From an optimization exercise on the open Yosys and OpenROAD flow, aimed at small area, a short achievable clock period and few clock cycles per item; shortcuts taken in it are not production practice. The RTL was checked by simulation tests, not by an equivalence proof against the original design. Power and IR drop assume default switching activity.

Setup of main:
==> flow/design.v <==
module pkt_crc_engine (
    input  wire        clk,
    input  wire        rst,
    input  wire        in_valid,
    output wire        in_ready,
    input  wire [1:0]  in_cmd,
    input  wire [7:0]  in_addr,
    input  wire [8:0]  in_data,
    output reg         rsp_valid,
    output reg  [2:0]  rsp_code,
    output reg  [31:0] rsp_data
);
    localparam CMD_WR    = 2'd0;
    localparam CMD_RD    = 2'd1;
    localparam CMD_SEAL  = 2'd2;
    localparam CMD_CHECK = 2'd3;
    localparam RSP_OK        = 3'd0;
    localparam RSP_TOO_LARGE = 3'd1;
    localparam RSP_FRAMING   = 3'd2;
    localparam RSP_INTEGRITY = 3'd3;
    localparam RSP_ERR_ARG   = 3'd4;
    localparam SRC_ZERO = 2'd0;
    localparam SRC_BUF  = 2'd1;
    localparam SRC_CRC  = 2'd2;
    reg [7:0] pbuf [0:255];
    integer   j;
    reg        wr1, rd1, seal1, chk1;
    reg [7:0]  addr1;      
    reg [7:0]  rlo;        
    reg [7:0]  rmid;       
    reg [7:0]  data1;      
    reg        m_arg1;     
    reg        m_small1;   
    reg [7:0]  m_pay1;     
    reg [15:0] whn;        
    reg [15:0] wln;        
    reg [7:0]  q0, q1, q2, q3;    
    reg [1:0]  qsel;
    reg        v2;
    reg [2:0]  code2;
    reg [1:0]  src2;
    reg [8:0]  nx;         
    reg [7:0]  rem;        
    reg [31:0] crc;
    reg        busy;
    reg        einit;      
    reg        eseal;
    reg        ea;         
    reg        eb;         
    reg        rdy;
    reg        nrdy;
    assign in_ready = rdy;
    wire accept = in_valid && !nrdy;
    wire rdy_d;
    function [31:0] crc_step(input [31:0] c, input [7:0] b);
        integer i;
        reg [31:0] r;
        begin
            r = c ^ {24'd0, b};
            for (i = 0; i < 8; i = i + 1)
                r = r[0] ? ((r >> 1) ^ 32'hEDB88320) : (r >> 1);
            crc_step = r;
        end
    endfunction
    wire [31:0] rx_sum  = {pbuf[7], pbuf[8], pbuf[9], pbuf[10]};
    wire [31:0] crc_out = ~crc;
    wire        crc_eq  = (crc_out == rx_sum);
    wire hdr_done = (nx >= 9'd11);
    wire complete = hdr_done && (rem == 8'd0);
    wire len_hi   = (pbuf[5] != 8'd0);
    wire seal_big = len_hi || (pbuf[6] > 8'd245);
    wire chk_frame = m_small1 || len_hi || (pbuf[6] > m_pay1);
    wire seal_go  = seal1 && !seal_big;
    wire check_go = chk1 && !m_arg1 && !chk_frame;
    wire start    = (seal_go || check_go) && !complete;
    wire fin      = busy && !einit && complete;
    wire ans_seal = (seal_go && complete) || (fin && eseal);
    wire [7:0] ua = addr1;
    wire [7:0] ud = data1;
    wire w_restart = wr1 && (ua == 8'd0);
    wire w_ext     = wr1 && ({1'b0, ua} == nx) && !complete;
    wire w_inval   = wr1 && ({1'b0, ua} < nx) && !(ua >= 8'd7 && ua <= 8'd10);
    wire e_ext     = busy && eb && !complete;
    wire u_init    = (nx == 9'd0);     
    reg [8:0]  nx_d;
    reg [7:0]  rem_d;
    reg [31:0] crc_d;
    always @* begin
        nx_d  = nx;
        rem_d = rem;
        crc_d = crc;
        if (w_restart) begin
            crc_d = crc_step(32'hFFFFFFFF, ud);
            nx_d  = 9'd1;
        end else if (w_ext || e_ext) begin
            crc_d = crc_step(u_init ? 32'hFFFFFFFF : crc, ud);
            nx_d  = (nx == 9'd6) ? 9'd11 : nx + 9'd1;
            if (nx == 9'd6)
                rem_d = ud;
            else if (hdr_done)
                rem_d = rem - 8'd1;
        end else if (w_inval) begin
            nx_d  = 9'd0;
        end
    end
    wire complete_d = (nx_d >= 9'd11) && (rem_d == 8'd0);
    always @(posedge clk) begin
        for (j = 0; j < 256; j = j + 1)
            if (!whn[j / 16] && !wln[j % 16])
                pbuf[j] <= data1;
        if (ans_seal) begin
            pbuf[7]  <= crc_out[31:24];
            pbuf[8]  <= crc_out[23:16];
            pbuf[9]  <= crc_out[15:8];
            pbuf[10] <= crc_out[7:0];
        end
    end
    wire [63:0] rsel;
    genvar g;
    generate
        for (g = 0; g < 64; g = g + 1) begin : g_rsel
            assign rsel[g] = rmid[g / 8] & rlo[g % 8];
        end
    endgenerate
    reg  [7:0]  rq0, rq1, rq2, rq3;
    always @* begin
        rq0 = 8'd0; rq1 = 8'd0; rq2 = 8'd0; rq3 = 8'd0;
        for (j = 0; j < 64; j = j + 1) begin
            rq0 = rq0 | (pbuf[j]       & {8{rsel[j]}});
            rq1 = rq1 | (pbuf[64 + j]  & {8{rsel[j]}});
            rq2 = rq2 | (pbuf[128 + j] & {8{rsel[j]}});
            rq3 = rq3 | (pbuf[192 + j] & {8{rsel[j]}});
        end
    end
    always @(posedge clk) begin
        q0   <= rq0;
        q1   <= rq1;
        q2   <= rq2;
        q3   <= rq3;
        qsel <= addr1[7:6];
    end
    wire [7:0] qbyte = (qsel == 2'd0) ? q0 :
                       (qsel == 2'd1) ? q1 :
                       (qsel == 2'd2) ? q2 : q3;
    wire [7:0] addr1_d = !nrdy ? in_addr :
                         einit ? nx[7:0] :
                         (addr1 == 8'd6) ? 8'd11 : addr1 + 8'd1;
    always @(posedge clk) begin
        m_arg1   <= (in_data > 9'd256);
        m_small1 <= (in_data < 9'd11);
        m_pay1   <= in_data[7:0] - 8'd11;
        wln      <= ~(16'd1 << in_addr[3:0]);
        addr1 <= addr1_d;
        rlo   <= 8'd1 << addr1_d[2:0];
        rmid  <= 8'd1 << addr1_d[5:3];
        if (!nrdy)
            data1 <= in_data[7:0];
        else if (!einit)
            data1 <= qbyte;
    end
    assign rdy_d = !(start || (busy && !fin)) &&
                   !(accept && in_cmd[1] && !complete_d);
    always @(posedge clk) begin
        if (rst) begin
            rdy   <= 1'b1;
            nrdy  <= 1'b0;
            wr1   <= 1'b0;
            rd1   <= 1'b0;
            seal1 <= 1'b0;
            chk1  <= 1'b0;
            whn   <= 16'hFFFF;
            v2    <= 1'b0;
            busy  <= 1'b0;
            einit <= 1'b0;
            ea    <= 1'b0;
            eb    <= 1'b0;
            nx    <= 9'd0;
        end else begin
            nx <= nx_d;
            wr1   <= accept && (in_cmd == CMD_WR);
            rd1   <= accept && (in_cmd == CMD_RD);
            seal1 <= accept && (in_cmd == CMD_SEAL);
            chk1  <= accept && (in_cmd == CMD_CHECK);
            whn   <= (accept && in_cmd == CMD_WR) ? ~(16'd1 << in_addr[7:4]) : 16'hFFFF;
            if (start) begin
                busy  <= 1'b1;
                einit <= 1'b1;
            end else if (fin) begin
                busy <= 1'b0;
            end else begin
                einit <= 1'b0;
            end
            ea <= busy && !einit && !fin;
            eb <= ea && busy && !fin;
            rdy  <= rdy_d;
            nrdy <= !rdy_d;
            v2 <= wr1 || rd1 ||
                  (seal1 && (seal_big || complete)) ||
                  (chk1 && (m_arg1 || chk_frame || complete)) || fin;
        end
    end
    always @(posedge clk) begin
        rem <= rem_d;
        crc <= crc_d;
        if (start)
            eseal <= seal1;
        src2 <= rd1 ? SRC_BUF :
                ((seal_go || check_go) || fin) ? SRC_CRC : SRC_ZERO;
        code2 <= (seal1 && seal_big)            ? RSP_TOO_LARGE :
                 (chk1 && m_arg1)               ? RSP_ERR_ARG :
                 (chk1 && chk_frame)            ? RSP_FRAMING :
                 ((chk1 || (fin && !eseal)) && !crc_eq) ? RSP_INTEGRITY :
                 RSP_OK;
    end
    always @(posedge clk) begin
        if (rst)
            rsp_valid <= 1'b0;
        else
            rsp_valid <= v2;
        rsp_code <= code2;
        rsp_data <= (src2 == SRC_BUF) ? {24'd0, qbyte} :
                    (src2 == SRC_CRC) ? crc_out : 32'd0;
    end
endmodule
==> flow/config.mk <==
export PLATFORM = sky130hd
export DESIGN_NAME = pkt_crc_engine
export DESIGN_NICKNAME = pkt_crc_engine
export VERILOG_FILES = /design/flow/design.v
export SDC_FILE = /design/flow/constraint.sdc
export NUM_CORES = 4
export LEC_CHECK = 0
export CAP_MARGIN = 20
export CORE_MARGIN = 2
export CORE_UTILIZATION = 70
export CTS_CLUSTER_DIAMETER = 80
export CTS_CLUSTER_SIZE = 25
export SLEW_MARGIN = 20
==> flow/constraint.sdc <==
create_clock -name core_clock -period 10.0 [get_ports {clk}]
set_input_delay 2.0000 -clock core_clock [delete_from_list [all_inputs] [get_ports {clk}]]
set_output_delay 2.0000 -clock core_clock [all_outputs]
set_load 0.01 [all_outputs]
standard.sh (not shown) runs the stock make flow with config.mk's settings and CLKGATE_MAP_FILE= SYNTH_SCRIPT=/design/flow/synth_recipe.tcl, a recipe that flattens the netlist after the stock synthesis.
==> flow/flow/run.sh <==
#!/bin/bash
set -o pipefail
bash standard.sh SETUP_SLACK_MARGIN=7 finish > standard.log 2>&1
Testbench counts of main, summed over its fixed seeds: cycles 37,634, items 192.
#### Input delta (the feature branch over main)
--- a/flow/design.v
+++ b/flow/design.v
@@ -25,19 +25,19 @@
     reg [7:0] pbuf [0:255];
     integer   j;
     reg        wr1, rd1, seal1, chk1;
     reg [7:0]  addr1;      
     reg [7:0]  rlo;        
-    reg [7:0]  rmid;       
+    reg [3:0]  rmid;       
     reg [7:0]  data1;      
     reg        m_arg1;     
     reg        m_small1;   
     reg [7:0]  m_pay1;     
     reg [15:0] whn;        
     reg [15:0] wln;        
-    reg [7:0]  q0, q1, q2, q3;    
-    reg [1:0]  qsel;
+    reg [63:0] qg;         
+    reg [2:0]  qsel;
     reg        v2;
     reg [2:0]  code2;
     reg [1:0]  src2;
     reg [8:0]  nx;         
     reg [7:0]  rem;        
@@ -46,14 +46,12 @@
     reg        einit;      
     reg        eseal;
     reg        ea;         
     reg        eb;         
     reg        rdy;
-    reg        nrdy;
     assign in_ready = rdy;
-    wire accept = in_valid && !nrdy;
-    wire rdy_d;
+    wire accept = in_valid && rdy;
     function [31:0] crc_step(input [31:0] c, input [7:0] b);
         integer i;
         reg [31:0] r;
         begin
             r = c ^ {24'd0, b};
@@ -113,59 +111,47 @@
             pbuf[8]  <= crc_out[23:16];
             pbuf[9]  <= crc_out[15:8];
             pbuf[10] <= crc_out[7:0];
         end
     end
-    wire [63:0] rsel;
+    wire [31:0] rsel;
     genvar g;
     generate
-        for (g = 0; g < 64; g = g + 1) begin : g_rsel
+        for (g = 0; g < 32; g = g + 1) begin : g_rsel
             assign rsel[g] = rmid[g / 8] & rlo[g % 8];
         end
     endgenerate
-    reg  [7:0]  rq0, rq1, rq2, rq3;
+    reg [63:0] rq;
     always @* begin
-        rq0 = 8'd0; rq1 = 8'd0; rq2 = 8'd0; rq3 = 8'd0;
-        for (j = 0; j < 64; j = j + 1) begin
-            rq0 = rq0 | (pbuf[j]       & {8{rsel[j]}});
-            rq1 = rq1 | (pbuf[64 + j]  & {8{rsel[j]}});
-            rq2 = rq2 | (pbuf[128 + j] & {8{rsel[j]}});
-            rq3 = rq3 | (pbuf[192 + j] & {8{rsel[j]}});
-        end
-    end
-    always @(posedge clk) begin
-        q0   <= rq0;
-        q1   <= rq1;
-        q2   <= rq2;
-        q3   <= rq3;
-        qsel <= addr1[7:6];
-    end
-    wire [7:0] qbyte = (qsel == 2'd0) ? q0 :
-                       (qsel == 2'd1) ? q1 :
-                       (qsel == 2'd2) ? q2 : q3;
-    wire [7:0] addr1_d = !nrdy ? in_addr :
+        rq = 64'd0;
+        for (j = 0; j < 256; j = j + 1)
+            rq[8 * (j / 32) +: 8] = rq[8 * (j / 32) +: 8] | (pbuf[j] & {8{rsel[j % 32]}});
+    end
+    always @(posedge clk) begin
+        qg   <= rq;
+        qsel <= addr1[7:5];
+    end
+    wire [7:0] qbyte = qg[8 * qsel +: 8];
+    wire [7:0] addr1_d = rdy   ? in_addr :
                          einit ? nx[7:0] :
                          (addr1 == 8'd6) ? 8'd11 : addr1 + 8'd1;
     always @(posedge clk) begin
         m_arg1   <= (in_data > 9'd256);
         m_small1 <= (in_data < 9'd11);
         m_pay1   <= in_data[7:0] - 8'd11;
         wln      <= ~(16'd1 << in_addr[3:0]);
         addr1 <= addr1_d;
         rlo   <= 8'd1 << addr1_d[2:0];
-        rmid  <= 8'd1 << addr1_d[5:3];
-        if (!nrdy)
+        rmid  <= 4'd1 << addr1_d[4:3];
+        if (rdy)
             data1 <= in_data[7:0];
         else if (!einit)
             data1 <= qbyte;
     end
-    assign rdy_d = !(start || (busy && !fin)) &&
-                   !(accept && in_cmd[1] && !complete_d);
     always @(posedge clk) begin
         if (rst) begin
             rdy   <= 1'b1;
-            nrdy  <= 1'b0;
             wr1   <= 1'b0;
             rd1   <= 1'b0;
             seal1 <= 1'b0;
             chk1  <= 1'b0;
             whn   <= 16'hFFFF;
@@ -190,12 +176,12 @@
             end else begin
                 einit <= 1'b0;
             end
             ea <= busy && !einit && !fin;
             eb <= ea && busy && !fin;
-            rdy  <= rdy_d;
-            nrdy <= !rdy_d;
+            rdy <= !(start || (busy && !fin)) &&
+                   !(accept && in_cmd[1] && !complete_d);
             v2 <= wr1 || rd1 ||
                   (seal1 && (seal_big || complete)) ||
                   (chk1 && (m_arg1 || chk_frame || complete)) || fin;
         end
     end
==> summary.txt <==
- The maximum clock frequency of the feature branch is lower than that of main.
- The feature branch vs. main: pre-CTS worst setup slack went down by 0.28 ns.
- Number of antenna cells inserted was lower in the feature branch than in main.
- For the sum of routed wire length over all layers, the feature branch came in about 15% lower than main did.
- Changes observed in the feature branch relative to main: number of buffers added to fix hold violations after cts about even; relative area change from synthesis to final layout dropped 1.7 points; sequential share of cell area higher; leakage power went down by about 3.3%; switching power of the nets now larger.
- Cmp the feature branch and main / clock latency reported for the late side of the worst-skew pair / lower: the feature branch
- In the reports for the feature branch and main, the smaller relative contribution of combinational cells to total power belongs to main.
- Summary — minimum period implied by the final worst setup slack, the feature branch relative to main: higher, by 0.11 ns.
Testbench counts of the feature branch, summed over its fixed seeds: cycles 37,634, items 192.

separate check: timing with driven ports:
Ports are ideal in the flow. The routed layouts listed here were re-timed in OpenROAD. Step 1, drivers: a clkbuf_16 drives clk and a buf_2 each remaining input, both assumed. Step 2 also shifts input and output timing later by t, the mid clock arrival at the registers, as if the neighbouring blocks saw the same clock. a / b / c = ideal ports / drivers / drivers and shift; a / b = the first two.
| run | t, ns | setup WS [ns] | worst setup path at the end | clock arrival spread, ns | worst data-port slew with drivers (ns) |
|---|---|---|---|---|---|
| main | 0.855 | 6.769 / 6.688 / 6.352 | input to register | 0.031 / 0.031 | 0.04 |
| the feature branch | 0.829 | 6.661 / 6.574 / 6.376 | input to register | 0.041 / 0.042 | 0.17 |
After both steps setup and hold are still met in every run listed. For main, which loses most, drivers alone change the setup slack by -0.081 ns; drivers and shift together by -0.417 ns.
